Source: an optimization exercise on an open RTL-to-GDS flow (aim: a short achievable clock period and few clock cycles). Production flows keep margins and buffers that such runs may drop. Only simulation tests tie the RTL to the original design; equivalence was not proved. No activity file was given, so power comes from the tool's default toggle rates.

**flow/run.sh**
```bash
#!/bin/bash
# synth_recipe.tcl (not shown) runs the flow's synth.tcl, then flattens the netlist and writes it again
# the make line also repeats each setting of config.mk as NAME=value (left out here)
make -C /OpenROAD-flow-scripts/flow DESIGN_CONFIG=/design/flow/config.mk WORK_HOME=/design/flow/orfs CLKGATE_MAP_FILE= SYNTH_SCRIPT=/design/flow/synth_recipe.tcl finish
```
**flow/config.mk**
```make
export PLATFORM = sky130hd
export DESIGN_NAME = ntag215_dispatch
export DESIGN_NICKNAME = ntag215_dispatch
export VERILOG_FILES = /design/flow/design.v
export SDC_FILE = /design/flow/constraint.sdc
export NUM_CORES = 4
export LEC_CHECK = 0
export CAP_MARGIN = 20
export CORE_MARGIN = 2
export CORE_UTILIZATION = 40
export SLEW_MARGIN = 20
```
**flow/constraint.sdc**
```tcl
create_clock -name core_clock -period 8.0 [get_ports {clk}]
set_input_delay 1.6000 -clock core_clock [delete_from_list [all_inputs] [get_ports {clk}]]
set_output_delay 1.6000 -clock core_clock [all_outputs]
set_load 0.01 [all_outputs]
```
**flow/design.v**
```verilog
module ntag215_dispatch (
    input  wire        clk,
    input  wire        rst,
    input  wire        ev_valid,
    output wire        ev_ready,
    input  wire [1:0]  ev_kind,
    input  wire [7:0]  ev_data,
    input  wire        ev_last,
    output wire        out_valid,
    input  wire        out_ready,
    output wire [2:0]  out_kind,
    output wire [7:0]  out_data,
    output wire        out_last,
    output reg         mem_en,
    output reg  [3:0]  mem_we,
    output reg  [7:0]  mem_addr,
    output reg  [31:0] mem_wdata,
    input  wire [31:0] mem_rdata
);
    localparam EV_FRAME  = 2'd0;
    localparam EV_DEACT  = 2'd1;
    localparam EV_LOAD   = 2'd2;
    localparam EV_HREAD  = 2'd3;
    localparam OK_RESP    = 3'd0;
    localparam OK_EMPTY   = 3'd1;
    localparam OK_PERSIST = 3'd2;
    localparam OK_HDATA   = 3'd3;
    localparam OK_RESTART = 3'd4;
    localparam K_NAK     = 3'd0;
    localparam K_ACK     = 3'd1;
    localparam K_VERSION = 3'd2;
    localparam K_UNLOCK  = 3'd3;
    localparam K_DEAUTH  = 3'd4;
    localparam K_EMPTY   = 3'd5;
    localparam K_RESTART = 3'd6;
    localparam C_IDLE    = 3'd0;
    localparam C_DEACT   = 3'd1;
    localparam C_RESTART = 3'd2;
    localparam C_PACK    = 3'd3;
    localparam C_DEAUTH  = 3'd4;
    localparam S_IDLE     = 5'd0;
    localparam S_DECODE   = 5'd1;
    localparam S_CONST    = 5'd2;
    localparam S_ST_RD    = 5'd3;
    localparam S_ST_WAIT  = 5'd4;
    localparam S_ST_SEND  = 5'd5;
    localparam S_REP_RD0  = 5'd6;
    localparam S_REP_W0   = 5'd7;
    localparam S_REP_RD1  = 5'd8;
    localparam S_REP_W1   = 5'd9;
    localparam S_LK_RD2   = 5'd10;
    localparam S_LK_W2    = 5'd11;
    localparam S_LK_RD130 = 5'd12;
    localparam S_LK_W130  = 5'd13;
    localparam S_PWD_RD   = 5'd14;
    localparam S_PWD_CMP  = 5'd15;
    localparam S_WR_RD    = 5'd16;
    localparam S_WR_DO    = 5'd17;
    localparam S_CONT     = 5'd18;
    reg [4:0]   state;
    reg         auth;
    reg         bd;
    reg         dirty;
    reg [142:0] lp;
    reg [7:0]   fb0, fb1, fb2, fb3, fb4, fb5;
    reg [2:0]   flen;           
    reg [9:0]   lcnt;           
    reg [2:0]   kid;
    reg [2:0]   kidx;
    reg         k_then_persist;
    reg [7:0]   pg;
    reg [7:0]   pe;
    reg [1:0]   bidx;
    reg [1:0]   lastb;
    reg         smask;
    reg [2:0]   skind;
    reg [31:0]  pbuf;
    reg [7:0]   lk10, lk11;
    reg [2:0]   cont;
    function [7:0] kbyte;
        input [2:0] id;
        input [2:0] idx;
        begin
            kbyte = 8'h00;
            case (id)
                K_ACK: kbyte = 8'h0A;
                K_VERSION:
                    case (idx)
                        3'd0: kbyte = 8'h00;
                        3'd1: kbyte = 8'h04;
                        3'd2: kbyte = 8'h04;
                        3'd3: kbyte = 8'h02;
                        3'd4: kbyte = 8'h01;
                        3'd5: kbyte = 8'h00;
                        3'd6: kbyte = 8'h11;
                        default: kbyte = 8'h03;
                    endcase
                K_UNLOCK:
                    case (idx)
                        3'd0: kbyte = 8'h55;
                        3'd1: kbyte = 8'h4E;
                        3'd2: kbyte = 8'h4C;
                        default: kbyte = 8'h4B;
                    endcase
                K_DEAUTH:
                    case (idx)
                        3'd0: kbyte = 8'h44;
                        3'd1: kbyte = 8'h45;
                        3'd2: kbyte = 8'h41;
                        default: kbyte = 8'h55;
                    endcase
                default: kbyte = 8'h00;
            endcase
        end
    endfunction
    function [2:0] klast;
        input [2:0] id;
        begin
            case (id)
                K_VERSION: klast = 3'd7;
                K_UNLOCK:  klast = 3'd3;
                K_DEAUTH:  klast = 3'd3;
                default:   klast = 3'd0;
            endcase
        end
    endfunction
    function [2:0] kkind;
        input [2:0] id;
        begin
            case (id)
                K_EMPTY:   kkind = OK_EMPTY;
                K_RESTART: kkind = OK_RESTART;
                default:   kkind = OK_RESP;
            endcase
        end
    endfunction
    function [142:0] locks;
        input [7:0] b10;
        input [7:0] b11;
        input [7:0] b520;
        input       a;
        integer b, q;
        begin
            locks = 143'd0;
            locks[0] = 1'b1;
            locks[1] = 1'b1;
            for (b = 0; b < 8; b = b + 1) begin
                if (b11[b]) locks[8 + b] = 1'b1;
                if (b >= 4 && b10[b]) locks[4 + b] = 1'b1;
            end
            if (!a) begin
                for (b = 0; b < 7; b = b + 1)
                    if (b520[b])
                        for (q = 0; q < 16; q = q + 1)
                            locks[16 + 16 * b + q] = 1'b1;
                if (b520[7]) begin
                    locks[128] = 1'b1;
                    locks[129] = 1'b1;
                end
            end
        end
    endfunction
    wire [7:0] code = fb0;
    reg  [2:0] need;
    reg        known;
    always @(*) begin
        known = 1'b1;
        case (code)
            8'h30, 8'h3C:                need = 3'd2;
            8'hA2:                       need = 3'd6;
            8'h60, 8'h88, 8'h1A, 8'h93:  need = 3'd1;
            8'h3A:                       need = 3'd3;
            8'h1B:                       need = 3'd5;
            default: begin
                need  = 3'd1;
                known = 1'b0;
            end
        endcase
    end
    wire short_frame = (flen < need);
    wire [7:0] rd_ceil = bd ? 8'd142 : 8'd134;
    wire [7:0] wr_ceil = bd ? 8'd142 : 8'd134;
    wire       is_toggle = (fb1 == 8'd133) && (fb2 == 8'd134);
    wire       wr_locked = !bd && lp[fb1];
    reg [7:0] sbyte;
    always @(*) begin
        case (bidx)
            2'd0: sbyte = pbuf[7:0];
            2'd1: sbyte = pbuf[15:8];
            2'd2: sbyte = pbuf[23:16];
            default: sbyte = pbuf[31:24];
        endcase
    end
    assign ev_ready  = (state == S_IDLE);
    assign out_valid = (state == S_CONST) || (state == S_ST_SEND);
    assign out_kind  = (state == S_CONST) ? kkind(kid) : skind;
    assign out_data  = (state == S_CONST) ? kbyte(kid, kidx) : sbyte;
    assign out_last  = (state == S_CONST) ? (kidx == klast(kid))
                                          : ((pg == pe) && (bidx == lastb));
    wire ev_fire  = ev_valid && ev_ready;
    wire out_fire = out_valid && out_ready;
    always @(*) begin
        mem_en    = 1'b0;
        mem_we    = 4'd0;
        mem_addr  = 8'd0;
        mem_wdata = 32'd0;
        case (state)
            S_IDLE: begin
                if (ev_fire && ev_kind == EV_LOAD) begin
                    mem_en    = 1'b1;
                    mem_we    = 4'd1 << lcnt[1:0];
                    mem_addr  = lcnt[9:2];
                    mem_wdata = {4{ev_data}};
                end
            end
            S_ST_RD: begin
                mem_en   = 1'b1;
                mem_addr = pg;
            end
            S_REP_RD0: begin
                mem_en   = 1'b1;
                mem_addr = 8'd0;
            end
            S_REP_W0: begin
                mem_en    = 1'b1;
                mem_we    = 4'b1000;
                mem_addr  = 8'd0;
                mem_wdata = {mem_rdata[7:0] ^ mem_rdata[15:8] ^ mem_rdata[23:16] ^ 8'h88, 24'd0};
            end
            S_REP_RD1: begin
                mem_en   = 1'b1;
                mem_addr = 8'd1;
            end
            S_REP_W1: begin
                mem_en    = 1'b1;
                mem_we    = 4'b0001;
                mem_addr  = 8'd2;
                mem_wdata = {24'd0, mem_rdata[7:0] ^ mem_rdata[15:8] ^ mem_rdata[23:16] ^ mem_rdata[31:24]};
            end
            S_LK_RD2: begin
                mem_en   = 1'b1;
                mem_addr = 8'd2;
            end
            S_LK_RD130: begin
                mem_en   = 1'b1;
                mem_addr = 8'd130;
            end
            S_PWD_RD: begin
                mem_en   = 1'b1;
                mem_addr = 8'd133;
            end
            S_WR_RD: begin
                mem_en   = 1'b1;
                mem_addr = fb1;
            end
            S_WR_DO: begin
                mem_en   = 1'b1;
                mem_addr = fb1;
                if (!bd && fb1 == 8'd2) begin
                    mem_we    = 4'b1100;
                    mem_wdata = {mem_rdata[31:24] | fb5, mem_rdata[23:16] | fb4, 16'd0};
                end else if (!bd && fb1 == 8'd3) begin
                    mem_we    = 4'b1111;
                    mem_wdata = mem_rdata | {fb5, fb4, fb3, fb2};
                end else begin
                    mem_we    = 4'b1111;
                    mem_wdata = {fb5, fb4, fb3, fb2};
                end
            end
            default: ;
        endcase
    end
    task send_const;
        input [2:0] id;
        input       then_persist;
        begin
            kid            <= id;
            kidx           <= 3'd0;
            k_then_persist <= then_persist;
            state          <= S_CONST;
        end
    endtask
    task start_stream;
        input [7:0] first;
        input [7:0] final_pg;
        input [1:0] final_b;
        input       mask;
        input [2:0] kind;
        begin
            pg    <= first;
            pe    <= final_pg;
            bidx  <= 2'd0;
            lastb <= final_b;
            smask <= mask;
            skind <= kind;
            state <= S_ST_RD;
        end
    endtask
    always @(posedge clk) begin
        if (rst) begin
            state          <= S_IDLE;
            auth           <= 1'b0;
            bd             <= 1'b0;
            dirty          <= 1'b0;
            flen           <= 3'd0;
            lcnt           <= 10'd0;
            cont           <= C_IDLE;
            k_then_persist <= 1'b0;
        end else begin
            case (state)
                S_IDLE: begin
                    if (ev_fire) begin
                        case (ev_kind)
                            EV_FRAME: begin
                                case (flen)
                                    3'd0: fb0 <= ev_data;
                                    3'd1: fb1 <= ev_data;
                                    3'd2: fb2 <= ev_data;
                                    3'd3: fb3 <= ev_data;
                                    3'd4: fb4 <= ev_data;
                                    3'd5: fb5 <= ev_data;
                                    default: ;
                                endcase
                                if (flen != 3'd7) flen <= flen + 3'd1;
                                if (ev_last) state <= S_DECODE;
                            end
                            EV_DEACT: begin
                                auth  <= 1'b0;
                                bd    <= 1'b0;
                                cont  <= C_DEACT;
                                state <= S_LK_RD2;
                            end
                            EV_LOAD: begin
                                lcnt <= lcnt + 10'd1;
                                if (ev_last) begin
                                    lcnt  <= 10'd0;
                                    auth  <= 1'b0;
                                    bd    <= 1'b0;
                                    dirty <= 1'b0;
                                    cont  <= C_IDLE;
                                    state <= S_REP_RD0;
                                end
                            end
                            default: begin  
                                start_stream(8'd0, 8'd142, 2'd3, 1'b0, OK_HDATA);
                            end
                        endcase
                    end
                end
                S_DECODE: begin
                    flen <= 3'd0;
                    if (!known || short_frame) begin
                        send_const(K_NAK, 1'b0);
                    end else begin
                        case (code)
                            8'h30: begin  
                                if (fb1 > rd_ceil)
                                    send_const(K_NAK, 1'b0);
                                else
                                    start_stream(fb1, fb1 + 8'd3, 2'd3, !bd, OK_RESP);
                            end
                            8'h3A: begin  
                                if (is_toggle) begin
                                    if (!bd) begin
                                        bd <= 1'b1;
                                        send_const(K_UNLOCK, 1'b0);
                                    end else begin
                                        auth  <= 1'b0;
                                        bd    <= 1'b0;
                                        cont  <= C_DEAUTH;
                                        state <= S_REP_RD0;
                                    end
                                end else if (fb1 > fb2 || fb2 > 8'd134) begin
                                    send_const(K_NAK, 1'b0);
                                end else begin
                                    start_stream(fb1, fb2, 2'd3, !bd, OK_RESP);
                                end
                            end
                            8'h3C: begin  
                                start_stream(8'd135, 8'd142, 2'd3, 1'b0, OK_RESP);
                            end
                            8'h60: begin  
                                send_const(K_VERSION, 1'b0);
                            end
                            8'h1B: begin  
                                state <= S_PWD_RD;
                            end
                            8'hA2: begin  
                                if (fb1 > wr_ceil || wr_locked)
                                    send_const(K_NAK, 1'b0);
                                else if (!bd && (fb1 == 8'd2 || fb1 == 8'd3))
                                    state <= S_WR_RD;
                                else
                                    state <= S_WR_DO;
                            end
                            8'h88: begin  
                                auth  <= 1'b0;
                                bd    <= 1'b0;
                                cont  <= C_RESTART;
                                state <= S_REP_RD0;
                            end
                            default: begin  
                                send_const(K_EMPTY, 1'b0);
                            end
                        endcase
                    end
                end
                S_CONST: begin
                    if (out_fire) begin
                        if (kidx == klast(kid)) begin
                            if (k_then_persist) begin
                                dirty <= 1'b0;
                                start_stream(8'd0, 8'd142, 2'd3, 1'b0, OK_PERSIST);
                            end else begin
                                state <= S_IDLE;
                            end
                        end else begin
                            kidx <= kidx + 3'd1;
                        end
                    end
                end
                S_ST_RD: state <= S_ST_WAIT;
                S_ST_WAIT: begin
                    if (pg > 8'd142 || (smask && (pg == 8'd133 || pg == 8'd134)))
                        pbuf <= 32'd0;
                    else
                        pbuf <= mem_rdata;
                    state <= S_ST_SEND;
                end
                S_ST_SEND: begin
                    if (out_fire) begin
                        if (pg == pe && bidx == lastb) begin
                            state <= S_IDLE;
                        end else if (bidx == 2'd3) begin
                            bidx  <= 2'd0;
                            pg    <= pg + 8'd1;
                            state <= S_ST_RD;
                        end else begin
                            bidx <= bidx + 2'd1;
                        end
                    end
                end
                S_REP_RD0: state <= S_REP_W0;
                S_REP_W0:  state <= S_REP_RD1;
                S_REP_RD1: state <= S_REP_W1;
                S_REP_W1:  state <= S_LK_RD2;
                S_LK_RD2: state <= S_LK_W2;
                S_LK_W2: begin
                    lk10  <= mem_rdata[23:16];
                    lk11  <= mem_rdata[31:24];
                    state <= S_LK_RD130;
                end
                S_LK_RD130: state <= S_LK_W130;
                S_LK_W130: begin
                    lp    <= locks(lk10, lk11, mem_rdata[7:0], auth);
                    state <= S_CONT;
                end
                S_CONT: begin
                    case (cont)
                        C_DEACT: begin
                            if (dirty) begin
                                dirty <= 1'b0;
                                start_stream(8'd0, 8'd142, 2'd3, 1'b0, OK_PERSIST);
                            end else begin
                                state <= S_IDLE;
                            end
                        end
                        C_RESTART: send_const(K_RESTART, 1'b0);
                        C_PACK:    start_stream(8'd134, 8'd134, 2'd1, 1'b0, OK_RESP);
                        C_DEAUTH:  send_const(K_DEAUTH, 1'b1);
                        default:   state <= S_IDLE;
                    endcase
                end
                S_PWD_RD: state <= S_PWD_CMP;
                S_PWD_CMP: begin
                    if (mem_rdata == {fb4, fb3, fb2, fb1}) begin
                        auth  <= 1'b1;
                        cont  <= C_PACK;
                        state <= S_LK_RD2;
                    end else begin
                        send_const(K_NAK, 1'b0);
                    end
                end
                S_WR_RD: state <= S_WR_DO;
                S_WR_DO: begin
                    dirty <= 1'b1;
                    send_const(K_ACK, 1'b0);
                end
                default: state <= S_IDLE;
            endcase
        end
    end
endmodule
```
==> results.txt <==
metal layers:
metal	up-vias	GRT usage	wire (um)
met2	350	0.388	15100
li1	3947	-	-
met5	-	0	0
met1	4219	0.346	14400
met4	0	0.0796	811
met3	55	0.0299	1990
worst max-delay path by stage:
stage                           from       endpoint  slack (ps)  cells after the start
after global placement    ev_kind[0]  mem_wdata[15]        2010                      7
after floorplan                  rst        pbuf[0]        3170                      3
after CTS                 ev_kind[0]  mem_wdata[15]        1950                      7
final                     ev_kind[0]  mem_wdata[15]        2380                      7
after global routing      ev_kind[0]  mem_wdata[15]        2220                      7
after detailed placement  ev_kind[0]  mem_wdata[15]        1950                      7
stage by stage:
step	cell area, um^2	hold slack (ps)	cells
2_1_floorplan	9980	400	1017
3_3_place_gp	11300	403	1403
3_5_place_dp	11300	406	1403
4_1_cts	11900	422	1435
5_1_grt	11900	425	1435
6_report	11900	422	1435
cell families after synthesis:
kind of cell | after synthesis | synth area share
compound gates | 244 | 0.160
xor+xnor | 87 | 0.0764
fa+ha+maj | 42 | 0.0527
buf+inv | 96 | 0.0394
flops | 161 | 0.460
mux | 11 | 0.0115
simple gates | 376 | 0.200
final cells by class:
type | count | area, um^2 | area share
clock buffers | 17 | 425 | 0.0357
clock inverters | 15 | 168 | 0.0141
inverters | 41 | 154 | 0.0129
multi-input cells | 760 | 5020 | 0.422
flip-flops and latches | 161 | 4580 | 0.385
well taps | 324 | 405 | 0.0341
repair buffers | 117 | 1140 | 0.0959
power groups by stage:
| stage | Clock [mW] | Sequential [mW] | Combinational, mW |
|---|---|---|---|
| 5_1_grt | 0.857 | 1.13 | 0.958 |
| 6_report | 0.820 | 1.12 | 0.874 |
| 3_3_place_gp | 0 | 1.13 | 0.862 |
| 4_1_cts | 0.831 | 1.12 | 0.870 |
| 3_5_place_dp | 0 | 1.13 | 0.868 |
| 2_1_floorplan | 0 | 1.07 | 0.572 |
synth_stat cells (all sizes together) (5+ instances only):
library cell  count  share of area
o22ai             6         0.0038
nor2             61          0.023
xor2             31          0.027
xnor2            56          0.049
buf              13         0.0082
clkbuf           42          0.016
a222oi           12          0.012
nor3b             7         0.0053
nand3            19         0.0095
or3               6         0.0038
a211oi            5         0.0038
and3             14         0.0088
or4               8         0.0065
inv              41          0.015
o221ai           19          0.017
edfxtp          136           0.41
and2             44          0.028
nor4             15         0.0094
o21ai            60          0.030
o31ai             5         0.0043
a32oi             5         0.0044
o211ai            7         0.0053
nand4            24          0.015
nand2            88          0.033
ha               42          0.053
nor2b            21          0.013
mux2i             7         0.0070
dfxtp            25          0.050
or2               9         0.0056
nand2b           10         0.0063
a21o              5         0.0039
nor3             31          0.016
a21oi            74          0.037
critical path, stage by stage:
cell	delay (ps)
clkdlybuf4s50_1	470
inv_1	110
ha_1	250
and3_2	600
nand2_1	220
o21ai_0	130
clkdlybuf4s50_1	640
==> results.tsv <==
metric	value	unit
status	no timing/DRC/antenna violations	
overflow	0	
max_freq	178	MHz
htree_levels	4	
worst_slack	2380	ps
pwr-share-seq	0.398	
fin_nets	1187	
synthArstFlopShare	0	
peakVddDrop	0.126	mV
ys_types	74	
clkLatencyLatePin	440	ps
grt_pass1_vias	7874	
drtAntennaViolNets	0	
cp_max_fo	26	
dr.pass1.iters	8	
pwr-share-comb	0.311	
drv_cap	0	
yosysSeqAreaShare	0.460	
fin_worst_skew	11.6	ps
synth_flop_cell	edfxtp_1	
cts_sinks	161	
largest_reg_flops	32	
grt_pass1_wl	48.1	mm
finalCritPeriodShare	0.703	
min_path_cells	0	
ctsRootBufferMaster	clkbuf_16	
swShare	0.361	
cts_buffer_depth	2	
clockPowerShare	0.291	
viasPerCell	5.97	
hold_buffers	0	
cp-start-kind	primary input	
syn_to_final_growth	19.3	%
worst_ep_arrival_time	4020	ps
min_period	5620	ps
utilization	0.488	
tns	0	ps
path_class	in -> out	
tightest_slew	1070	ps
design.core.area	24400	um^2
power_density	236	nW/um^2
mostFrequentLayoutCells	edfxtp_1 (136), clkdlybuf4s50_1 (105), nand2_1 (88)	
dp.final_hpwl	24.1	mm
drt_iter0_drc	1001	
cts_buffers	17	
r2r_slack	3870	ps
hold_path.class	reg -> reg	
initial_core_util	0.409	
setup_violations	0	
crit_path_end_kind	output pin	
r2r_start	fb1[0]	
hold_path_end	lp[12]	
reg2reg_depth	7	
cts_setup_buffers	0	
synth_edf_count	136	
required	6400	ps
max_flop_register	pbuf	
synthCells	1017	
drv_slew	0	
portBuffers	105	
gp_congestion	0.939	
drc	0	
num_antenna_cells	0	
hp-start	lk11[4]	
track_usage	0.244	
p_int	1.80	mW
cts_tree	built	
yosys_warnings	1	
top_level_ports	106	
synth_nets	1106	
rsz0062_at_grt	no	
syn_area_per_cell	9.81	um^2
power	2.81	mW
relSlewSlack	0.283	
avgRoutedWirePerCell	22.5	um
hold_violations	0	
grt_max_degree	33	
path_clk_slew	70	ps
leakagePower	4.15	nW
vias	8571	
p_switching	1.02	mW
drive_gt1_frac	0.0657	
place_worst_setup_slack	1950	ps
ys_seq_elements	161	
fillers	2293	
routed_wl	32.3	mm
die_h	162	um
largestRegisters	pbuf (32), lp (16), lcnt (10)	
antenna_found_initial	0	
cts_resized	0	
rows	57	
reg2reg_to	kidx[1]	
die_w	162	um
final_common_cell	edfxtp_1	
dieArea	26200	um^2
syn_area	9980	um^2
Testbench counts, summed over its fixed seeds: cycles 97,291.

==> static timing again, ports no longer ideal <==
The results above use ideal ports. As a check the final layout listed here was re-extracted and re-timed, cells and wires unchanged.
Step 1, drivers: a clkbuf_16 drives clk and a buf_2 each remaining input, both assumed.
Step 2 times the ports against the registers' clock, not the clock port: input delays grow and output delays shrink by t, the midpoint of the rising clock arrivals with the driver on.
a / b / c = no drivers / after step 1 / after step 2; a / b = the first two.
t (ns): 0.480
setup WS [ns]: 2.375 / 2.355 / 2.355
hold WS [ns]: 0.422 / 0.422 / 0.422
worst register clock-pin slew, ns: 0.08 / 0.08
After both steps this run still meets setup and hold. The setup slack of this run moves by -0.020 ns with the drivers and by -0.020 ns with both steps.
